Source: an optimization exercise on an open RTL-to-GDS flow (aim: small area, a short achievable clock period and few clock cycles per item). Production flows keep margins and buffers that such runs may drop.
RTL that was checked went through simulation tests only; none was proved equivalent to the original.
Power is estimated from default activity; no workload was simulated.

run 1:
Design bigreg_bcd, start of the top module:
module bigreg_bcd (
    input  wire         clk,
    input  wire         rst,       
    input  wire         start,     
    input  wire         op,        
    input  wire [127:0] src,
    output wire         ready,
    output reg          done,
    output wire [255:0] result
);
clock: 10.0 ns
lec_check: 0
abc_area: 1
cap_margin: 20
core_margin: 2
core_utilization: 60
setup_slack_margin: 5
slew_margin: 20
standard.sh (not shown) runs the stock make flow with config.mk's settings and CLKGATE_MAP_FILE= SYNTH_SCRIPT=/design/flow/synth_recipe.tcl, a recipe that flattens the netlist after the stock synthesis.
==> flow/flow/run.sh <==
#!/bin/bash
set -euo pipefail
bash standard.sh SETUP_SLACK_MARGIN=6.9 \
  "BUFFER_PORTS_ARGS=-buffer_cell sky130_fd_sc_hd__buf_1" \
  "CTS_ARGS=-sink_clustering_enable -repair_clock_nets -dont_use_dummy_load" \
  finish > standard.log 2>&1
Testbench counts of run 1, summed over its fixed seeds: cycles 10,856, items 384.
Relative to run 1, the following input files were edited for run 2:
==> flow/flow/run.sh <==
#!/bin/bash
set -euo pipefail
cp -r "$FLOW_HOME/scripts" scripts_mod
cp flow/abc_area.script scripts_mod/abc_area.script
bash standard.sh SCRIPTS_DIR="$PWD/scripts_mod" SETUP_SLACK_MARGIN=6.8 "BUFFER_PORTS_ARGS=-buffer_cell sky130_fd_sc_hd__buf_1" finish > standard.log 2>&1
==> flow/flow/abc_area.script (new file) <==
strash
&get -n
&deepsyn -T 60
&dch -f
&nf
&put
Notes after the runs:
Result for run 2 and run 1: all clean
The inverter count of the layout excluding clock inverters in run 2 is 0.088 times that in run 1.
Floorplan die width ended up 5.8% lower on run 2 than on run 1.
In the tables for run 2 and run 1, number of buffers added for setup after CTS reads higher with run 2.
Looking at synthesized area across run 2 and run 1, the one that comes out lower is run 2.
Lower total routing usage reported by global routing was reported by run 1, not run 2.
On first-pass GRT wire length, run 1 loses to run 2.
Input-level comparison between run 3 and run 2:
==> flow/flow/run.sh <==
#!/bin/bash
set -euo pipefail
bash standard.sh SETUP_SLACK_MARGIN=6.8 "BUFFER_PORTS_ARGS=-buffer_cell sky130_fd_sc_hd__buf_1" finish > standard.log 2>&1
removed: flow/flow/abc_area.script
--- outcome ---
- In the flow results for run 3 and run 2, the number of CTS-inserted buffers is smaller on run 2.
- Count of cell instances traversed by the critical path | run 3 below run 2
- Run 3 has mapped cell area above what run 2 had.
- [diff] setup slack on the worst flop-to-flop path, run 3 relative to run 2: improvement
- Any difference in total number of sequential cells between run 3 and run 2 is small enough to ignore.
- Measured against each other, run 3 and run 2 differ in number of buffers outside the clock class in the layout, the lower figure coming from run 3.
#### Input delta (run 4 over run 3)
==> flow/flow/run.sh <==
#!/bin/bash
set -euo pipefail
bash standard.sh SETUP_SLACK_MARGIN=6.8 \
  "BUFFER_PORTS_ARGS=-buffer_cell sky130_fd_sc_hd__buf_1" \
  "CTS_ARGS=-sink_clustering_enable -repair_clock_nets -dont_use_dummy_load" \
  finish > standard.log 2>&1
==> run notes <==
Diff run 3 and run 4: number of antenna violations at the first check in global routing lower in run 3
In the reports for run 3 and run 4, the smaller utilization belongs to run 4.
Run 4 vs run 3 on final critical-path required period: run 4 is the lower one.
Run 4 vs. run 3: synthesis-to-layout area growth fell 1.8 points; power consumption fell about 6%.
Of run 4 and run 3, it is run 4 that has the lower hold slack.
Higher non-filler instance count after layout goes to run 3 over run 4.
met1 track utilization from global routing down 0.18 points in run 4 wrt run 3
Run 4 — final period utilization 0.17 points lower, run 3 as reference
Here is what was changed in the inputs of run 5 compared with run 4.
==> flow/flow/run.sh <==
#!/bin/bash
set -euo pipefail
bash standard.sh SETUP_SLACK_MARGIN=6.8 \
  "BUFFER_PORTS_ARGS=-buffer_cell sky130_fd_sc_hd__buf_1" \
  "CTS_ARGS=-sink_clustering_enable -repair_clock_nets -dont_use_dummy_load -buf_list sky130_fd_sc_hd__clkbuf_8" \
  finish > standard.log 2>&1
--- outcome ---
- Wire length in run 5 is about 1.6% higher than in run 4
- Run 5 ended up with a lower clock share of power than run 4 did.
- Of run 4 and run 5, run 5 shows the lower pin slew with the least headroom to its limit, with run 4 above it.
- Run 5 vs. run 4: clock network power lower, number of buffers other than clock buffers in the final layout higher, sequential share of layout area higher.

* * *

bigreg_bcd, a different RTL version from the one above (not shown whole).
For scale: about 5200 cells after synthesis, roughly 400 flip-flops, roughly 390 I/O pins, roughly 31000 um^2 of cells after synthesis.
## bigreg_bcd
module bigreg_bcd (
    input  wire         clk,
    input  wire         rst,       
    input  wire         start,     
    input  wire         op,        
    input  wire [127:0] src,
    output wire         ready,
    output reg          done,
    output wire [255:0] result
);
clock: 10.0 ns
lec_check: 0
abc_area: 1
cap_margin: 20
core_margin: 2
core_utilization: 60
setup_slack_margin: 5
slew_margin: 20
==> flow/flow/run.sh <==
#!/bin/bash
set -euo pipefail
bash standard.sh SETUP_SLACK_MARGIN=6.5 "BUFFER_PORTS_ARGS=-buffer_cell sky130_fd_sc_hd__buf_1" finish > standard.log 2>&1
The starting point completed without violations.
Rerun with:
==> flow/flow/run.sh (replaced) <==
#!/bin/bash
set -euo pipefail
bash standard.sh SETUP_SLACK_MARGIN=6.8 "BUFFER_PORTS_ARGS=-buffer_cell sky130_fd_sc_hd__buf_1" finish > standard.log 2>&1
Design area rises by about 2.2%.
Routed wire length came out higher by 1.9%.
Global-route usage climbs by 0.59 points.
Area after synthesis stays the same.
Setup slack is better by 0.17 ns.
Critical path depth does not change.
Synthesized cell count stays the same.
First-iteration DRC count came out higher by 12%.
Worst hold slack barely changes.
Power rose by about 1.9%.
Register-to-register slack improves by 0.10 ns.
Rerun with:
==> flow/flow/run.sh (replaced) <==
#!/bin/bash
set -euo pipefail
bash standard.sh SETUP_SLACK_MARGIN=6.5 finish > standard.log 2>&1
CORE_UTILIZATION = 40   (was 60)
After rerunning: Setup slack degrades by 0.18 ns. Final cell count rises by 5.7%. Routed wire length rises by 6.0%. Total power is higher by 0.47%. Non-clock buffer count decreases by 2. Via count goes down by 2.3%. Register-to-register slack degrades by 0.08 ns. Hold slack loses 0.038 ns. Fmax decreases by 5.2%. Final area climbs by 6.2%. First-iteration DRC count decreases by 16%.
No functional check of the RTL was part of any run of this note.

static timing again, ports no longer ideal:
Ports are ideal in the flow. The routed layouts listed here were re-timed in OpenROAD.
Step 1 assumes that a clkbuf_16 drives the clock port and a buf_2 every other input.
Step 2 times the ports against the registers' clock, not the clock port: input delays grow and output delays shrink by t, the midpoint of the rising clock arrivals with the driver on.
Three values: ideal ports, drivers, drivers and shift; two values: the first two.
run	t, ns	slack for setup (ns)	worst hold slack (ns)	worst setup path after step 2
run 1	0.635	6.795 / 6.730 / 6.241	0.519 / 0.519 / 0.519	input to register
run 2	0.669	6.180 / 6.180 / 5.791	0.460 / 0.460 / 0.460	input to register
run 3	0.662	6.727 / 6.665 / 6.091	0.524 / 0.524 / 0.524	input to register
run 4	0.631	6.744 / 6.682 / 6.219	0.504 / 0.504 / 0.504	input to register
run 5	0.701	6.694 / 6.630 / 6.141	0.512 / 0.512 / 0.512	input to register
the first run of note 2	0.646	6.555 / 6.493 / 6.002	0.524 / 0.524 / 0.524	input to register
the second run of note 2	0.662	6.727 / 6.665 / 6.091	0.524 / 0.524 / 0.524	input to register
the third run of note 2	0.673	6.547 / 6.483 / 5.901	0.486 / 0.486 / 0.486	input to register
After both steps setup and hold are still met in every run listed. The setup slack of the third run of note 2, which loses most, moves by -0.064 ns with the drivers and by -0.646 ns with both steps.
